Context: an optimization exercise on an open-source flow, tuned for small area. The choices shown serve that exercise and are no tape-out recipe. The flow treats the clock pin as an ideal source. Dropping or thinning the clock tree relies on that and would not hold on a real chip. Power is estimated from default activity; no workload was simulated.

==> run a <==
## caa
module caa (
    input  wire        clk,
    input  wire        rst,
    input  wire        cmd_valid,
    input  wire [23:0] cmd,
    output wire [15:0] cursor_o,
    output wire [15:0] csum_o,
    output wire [15:0] total_o,
    output wire [7:0]  rec_len_o,
    output wire [15:0] rec_addr_o,
    output wire [15:0] rec_csum_o,
    output wire        rec_valid_o,
    output wire [23:0] status_o,
    output wire        err_o,
    output wire [23:0] fcmd_o
);
==> flow/config.mk <==
export PLATFORM = sky130hd
export DESIGN_NAME = caa
export DESIGN_NICKNAME = caa
export VERILOG_FILES = /design/flow/design.v
export SDC_FILE = /design/flow/constraint.sdc
export NUM_CORES = 4
export LEC_CHECK = 0
export CAP_MARGIN = 20
export CORE_MARGIN = 2
export CORE_UTILIZATION = 40
export SLEW_MARGIN = 20
export SYNTH_HIERARCHICAL = 1
==> flow/constraint.sdc <==
create_clock -name core_clock -period 5.0 [get_ports {clk}]
set_input_delay 1.0000 -clock core_clock [delete_from_list [all_inputs] [get_ports {clk}]]
set_output_delay 1.0000 -clock core_clock [all_outputs]
set_load 0.01 [all_outputs]
standard.sh (not shown) runs the stock make flow with config.mk's settings and CLKGATE_MAP_FILE= SYNTH_SCRIPT=/design/flow/synth_recipe.tcl, a recipe that flattens the netlist after the stock synthesis.
==> flow/flow/run.sh <==
#!/bin/bash
# Standard ORFS layout (the standard.sh), with small port buffers and a
# clock tree of small buffers without dummy loads. ORFS writes each tool's
# log under orfs/logs; make's own output goes to standard.log.
set -e
bash standard.sh BUFFER_PORTS_ARGS="-buffer_cell sky130_fd_sc_hd__buf_1" \
  CTS_ARGS="-sink_clustering_enable -repair_clock_nets -dont_use_dummy_load -buf_list sky130_fd_sc_hd__clkbuf_8 -sink_clustering_size 30" \
  finish > standard.log 2>&1
==> run b (differences from run a) <==
--- a/flow/design.v
+++ b/flow/design.v
@@ -1,15 +1,14 @@
 module caa_decode (
     input  wire        rst,
     input  wire        cmd_valid,
     input  wire [23:0] cmd,
-    input  wire [1:0]  phase_q,
+    input  wire [1:0]  st_q,       
     input  wire [2:0]  err_q,
     input  wire [4:0]  cnt_q,
     input  wire [4:0]  cnt_p1,
     input  wire [4:0]  len_q,
-    input  wire        out_valid_q,
     output wire        nrst,       
     output wire        fs,         
     output wire [2:0]  code,       
     output wire        do_start,
     output wire        do_begin,
@@ -22,12 +21,11 @@
     output wire        s_ahold,    
     output wire        s_chold,    
     output wire        s_ohold,    
     output wire        s_lhold,    
     output wire        s_nhold,    
-    output wire [1:0]  phase_d,
-    output wire        out_valid_d
+    output wire [1:0]  st_d
 );
     wire [3:0] op = cmd[23:20];
     wire rz = (cmd[19:16] == 4'h0);
     wire hz = (cmd[15:8] == 8'h00);
     wire lz = (cmd[7:0] == 8'h00);
@@ -36,12 +34,12 @@
     wire w_begin = (op == 4'h2) & hz;
     wire w_data  = (op == 4'h3) & hz;
     wire w_end   = (op == 4'h4) & hz & lz;
     wire w_term  = (op == 4'h5) & hz & lz;
     wire w_data2 = (op == 4'h6);
-    wire in_rec  = phase_q[0];
-    wire in_idle = !phase_q[0] & !phase_q[1];
+    wire in_rec  = !st_q[1] & st_q[0];
+    wire in_idle = !st_q[0];
     wire rem0 = (cnt_q == len_q);
     wire rem1 = (cnt_p1 == len_q);
     wire len_bad = (cmd[7:0] > 8'd24);
     wire g_start = w_start & !in_rec;
     wire g_begin = w_begin & in_idle & !len_bad;
@@ -75,13 +73,12 @@
     assign s_chold = !rst & !(do_start | do_cs);
     assign s_ohold = !rst & !do_ld;
     assign s_lhold = !rst & !(do_start | do_begin);
     assign s_nhold = !rst & !(do_start | do_begin | do_d1 | do_d2);
     wire ph_hold = !rst & !(do_start | do_begin | do_end | do_term);
-    assign phase_d[0] = do_begin | (phase_q[0] & ph_hold);
-    assign phase_d[1] = do_term  | (phase_q[1] & ph_hold);
-    assign out_valid_d = do_ld | (out_valid_q & !rst & !(do_start | do_begin));
+    assign st_d[1] = do_ld | (st_q[1] & ph_hold);
+    assign st_d[0] = do_begin | do_term | (st_q[0] & ph_hold);
 endmodule
 module caa_sel2 #(
     parameter W = 8
 ) (
     input  wire [W-1:0] a,
@@ -210,40 +207,39 @@
 );
     reg [15:0] addr_q;
     reg [15:0] csum_q;
     reg [4:0]  len_q;
     reg [4:0]  cnt_q;
-    reg [1:0]  phase_q;
+    reg [1:0]  st_q;        
     reg [15:0] total_q;
     reg [4:0]  out_len_q;
     reg [15:0] out_addr_q;
     reg [15:0] out_csum_q;
-    reg        out_valid_q;
     reg [2:0]  err_q;
     reg [23:0] fcmd_q;
     wire [4:0] cnt_p1, cnt_p2;
     caa_cntinc u_cnt (.cnt(cnt_q), .p1(cnt_p1), .p2(cnt_p2));
     wire nrst, fs, do_start, do_begin, do_end, do_term, do_d1, do_d2, do_cs, do_ld;
-    wire s_ahold, s_chold, s_ohold, s_lhold, s_nhold, out_valid_d;
+    wire s_ahold, s_chold, s_ohold, s_lhold, s_nhold;
     wire [2:0] code;
-    wire [1:0] phase_d;
+    wire [1:0] st_d;
     caa_decode u_dec (
-        .rst(rst), .cmd_valid(cmd_valid), .cmd(cmd), .phase_q(phase_q),
+        .rst(rst), .cmd_valid(cmd_valid), .cmd(cmd), .st_q(st_q),
         .err_q(err_q), .cnt_q(cnt_q), .cnt_p1(cnt_p1), .len_q(len_q),
-        .out_valid_q(out_valid_q), .nrst(nrst), .fs(fs), .code(code),
+        .nrst(nrst), .fs(fs), .code(code),
         .do_start(do_start), .do_begin(do_begin), .do_end(do_end),
         .do_term(do_term), .do_d1(do_d1), .do_d2(do_d2), .do_cs(do_cs),
         .do_ld(do_ld), .s_ahold(s_ahold), .s_chold(s_chold), .s_ohold(s_ohold),
-        .s_lhold(s_lhold), .s_nhold(s_nhold), .phase_d(phase_d),
-        .out_valid_d(out_valid_d)
+        .s_lhold(s_lhold), .s_nhold(s_nhold), .st_d(st_d)
     );
     wire [15:0] addr_adv, total_adv;
     caa_add16 u_aadd (.a(addr_q),  .b(len_q), .s(addr_adv));
     caa_add16 u_tadd (.a(total_q), .b(len_q), .s(total_adv));
-    wire in_rec = phase_q[0];    
-    wire sel_t  = !phase_q[0] & cmd[20];
-    wire sel_a  = !phase_q[0] & !cmd[20];
+    wire [1:0] phase = {st_q[1] & st_q[0], !st_q[1] & st_q[0]};
+    wire in_rec = phase[0];
+    wire sel_t  = !in_rec & cmd[20];
+    wire sel_a  = !in_rec & !cmd[20];
     wire [7:0] pa, pb;
     caa_sel3 #(8) u_pa (.a(csum_q[7:0]), .sa(in_rec), .b(total_q[7:0]), .sb(sel_t),
                         .q(addr_q[7:0]), .sq(sel_a), .d(pa));
     caa_or3sel #(8) u_pb (.c(cmd[15:8]), .a(total_q[15:8]), .sa(sel_t),
                           .b(addr_q[15:8]), .sb(sel_a), .d(pb));
@@ -275,26 +271,25 @@
         addr_q      <= addr_d;
         total_q     <= total_d;
         csum_q      <= csum_d;
         len_q       <= len_d;
         cnt_q       <= cnt_d;
-        phase_q     <= phase_d;
+        st_q        <= st_d;
         out_len_q   <= out_len_d;
         out_addr_q  <= out_addr_d;
         out_csum_q  <= out_csum_d;
-        out_valid_q <= out_valid_d;
         err_q       <= err_d;
         fcmd_q      <= fcmd_d;
     end
     wire halted = |err_q;
     assign cursor_o    = addr_q;
     assign csum_o      = csum_q;
     assign total_o     = total_q;
     assign rec_len_o   = {3'b000, out_len_q};
     assign rec_addr_o  = out_addr_q;
     assign rec_csum_o  = out_csum_q;
-    assign rec_valid_o = out_valid_q;
+    assign rec_valid_o = st_q[1];
     assign err_o       = halted;
     assign fcmd_o      = fcmd_q;
     assign status_o    = {3'b000, len_q, 3'b000, cnt_q, 1'b1, err_q, halted,
-                          out_valid_q, phase_q};
-endmodule
+                          st_q[1], phase};
+endmodule
==> flow/flow/run.sh (replaced) <==
#!/bin/bash
# The standard ORFS layout (standard.sh) with two changes: small port
# buffers (buf_1) and, in place of TritonCTS, the two-level clock tree of
# flow/cts_pre.tcl. ORFS writes each tool's log under orfs/logs; make's own
# output goes to standard.log.
set -e
bash standard.sh BUFFER_PORTS_ARGS="-buffer_cell sky130_fd_sc_hd__buf_1" \
  PRE_CTS_TCL="$PWD/flow/cts_pre.tcl" CTS_CLK_NET=clk CTS_K=4 \
  CTS_LEAF_BUF=sky130_fd_sc_hd__clkbuf_16 CTS_ROOT_BUF="sky130_fd_sc_hd__clkbuf_8" \
  finish > standard.log 2>&1
==> flow/flow/cts_pre.tcl (new file) <==
# Replaces TritonCTS with a two-level clock tree: the flip-flops are split by
# position into CTS_K groups (recursive median cuts), each driven by one
# CTS_LEAF_BUF placed at its group's centroid; the leaf buffers are driven by
# the clock port, or by one CTS_ROOT_BUF when CTS_ROOT_BUF is set.
proc my_split { items k } {
  # items: list of {iterm x y}; split into k groups by alternating median cuts
  if { $k <= 1 || [llength $items] <= 1 } { return [list $items] }
  set xs [lmap it $items {lindex $it 1}]
  set ys [lmap it $items {lindex $it 2}]
  set w [expr {[tcl::mathfunc::max {*}$xs] - [tcl::mathfunc::min {*}$xs]}]
  set h [expr {[tcl::mathfunc::max {*}$ys] - [tcl::mathfunc::min {*}$ys]}]
  set idx [expr {$w >= $h ? 1 : 2}]
  set sorted [lsort -integer -index $idx $items]
  set k1 [expr {$k / 2}]
  set k2 [expr {$k - $k1}]
  set n1 [expr {int(round([llength $sorted] * double($k1) / $k))}]
  set a [lrange $sorted 0 [expr {$n1 - 1}]]
  set b [lrange $sorted $n1 end]
  return [concat [my_split $a $k1] [my_split $b $k2]]
}

proc clock_tree_synthesis { args } {
  set db [ord::get_db]
  set block [ord::get_db_block]
  set clk_net [$block findNet $::env(CTS_CLK_NET)]
  set k $::env(CTS_K)
  set leaf_master [$db findMaster $::env(CTS_LEAF_BUF)]
  set items {}
  foreach it [$clk_net getITerms] {
    set inst [$it getInst]
    set bb [$inst getBBox]
    set x [expr {([$bb xMin] + [$bb xMax]) / 2}]
    set y [expr {([$bb yMin] + [$bb yMax]) / 2}]
    lappend items [list $it $x $y]
  }
  puts "my_cts: [llength $items] sinks, $k groups of $::env(CTS_LEAF_BUF)"
  set drv_net $clk_net
  if { [info exists ::env(CTS_ROOT_BUF)] && $::env(CTS_ROOT_BUF) ne "" } {
    set root [odb::dbInst_create $block [$db findMaster $::env(CTS_ROOT_BUF)] clkbuf_root]
    set root_net [odb::dbNet_create $block clknet_root]
    $root_net setSigType CLOCK
    [$root findITerm A] connect $clk_net
    [$root findITerm X] connect $root_net
    set drv_net $root_net
    set rx 0; set ry 0
  }
  set groups [my_split $items $k]
  set i 0
  set cxs {}; set cys {}
  foreach g $groups {
    set buf [odb::dbInst_create $block $leaf_master clkbuf_leaf_$i]
    set net [odb::dbNet_create $block clknet_leaf_$i]
    $net setSigType CLOCK
    set sx 0; set sy 0
    foreach it $g {
      set iterm [lindex $it 0]
      $iterm disconnect
      $iterm connect $net
      incr sx [lindex $it 1]; incr sy [lindex $it 2]
    }
    set cx [expr {$sx / [llength $g]}]
    set cy [expr {$sy / [llength $g]}]
    lappend cxs $cx; lappend cys $cy
    [$buf findITerm A] connect $drv_net
    [$buf findITerm X] connect $net
    $buf setLocation $cx $cy
    $buf setPlacementStatus PLACED
    puts "my_cts: leaf $i drives [llength $g] sinks at ($cx, $cy)"
    incr i
  }
  if { $drv_net ne $clk_net } {
    set n [llength $cxs]
    set rx [expr {int([tcl::mathop::+ {*}$cxs] / $n)}]
    set ry [expr {int([tcl::mathop::+ {*}$cys] / $n)}]
    $root setLocation $rx $ry
    $root setPlacementStatus PLACED
  }
  set_propagated_clock [all_clocks]
}
==> results.py <==
metrics = {
    "cells_and_area": {
        "clk_share": 0.03280,
    },
    "critical_path": {
        "slowest_delay_ps": 520,
        "critical_path_buf_inv_count": 4,
    },
    "sta": {
        "min_period_ps": 4835,
    },
    "place": {
        "post-place-cells": 884,
    },
    "clocking": {
        "path_clk_slew_ps": 70,
    },
    "floorplan": {
        "die_y_um": 128.7,
        "die_area_sq_um": 16570,
    },
    "routing": {
        "met2_length_um": 8420,
    },
    "status": {
        "status": "timing/DRC/antenna clean",
    },
}
the above is filed under run a

==> results.py <==
metrics = {
    "status": {
        "status": "timing/DRC/antenna clean",
    },
    "pwr": {
        "irDropWorstVdd_uv": 180.0,
        "internal_power_mw": 1.265,
    },
    "routing": {
        "met2_length_um": 8019,
    },
    "critical_path": {
        "timing.critical_path.from": "cmd[20]",
        "slowest_delay_ps": 430,
        "critical_path_buf_inv_count": 2,
    },
    "floorplan": {
        "die_area_sq_um": 16600,
    },
    "cells_and_area": {
        "final_common_cell": "buf_1",
    },
    "place": {
        "post-place-cells": 890,
    },
    "sta": {
        "min_period_ps": 4825,
    },
}
the above is filed under run b

No run of this note included a check of the RTL's function; only the layout flow was run. In run b the design's own scripts or RTL, not TritonCTS, make the clock network.

## re-timing with driven ports
How much do the figures lean on ideal ports? The routed layouts below were timed once more, with nothing changed but the port constraints. Step 1 (the two cells are an assumption about what drives the block):
set clk [get_ports {clk}]
set_driving_cell -lib_cell sky130_fd_sc_hd__clkbuf_16 $clk
set_driving_cell -lib_cell sky130_fd_sc_hd__buf_2 [delete_from_list [all_inputs] $clk]
Step 2 times the ports against the registers' clock, not the clock port: input delays grow and output delays shrink by t, the midpoint of the rising clock arrivals with the driver on. Three values: ideal ports, drivers, drivers and shift; two values: the first two.
| run | shift t [ns] | setup WS [ns] | slew at the worst register clock pin (ns) |
|---|---|---|---|
| run a | 0.459 | 0.165 / 0.181 / -0.278 | 0.07 / 0.07 |
| run b | 0.419 | 0.175 / 0.188 / -0.232 | 0.12 / 0.12 |
With both steps, setup timing fails in run a and run b, where it was met with ideal ports. For run a, which loses most, drivers alone change the setup slack by +0.016 ns; drivers and shift together by -0.443 ns.
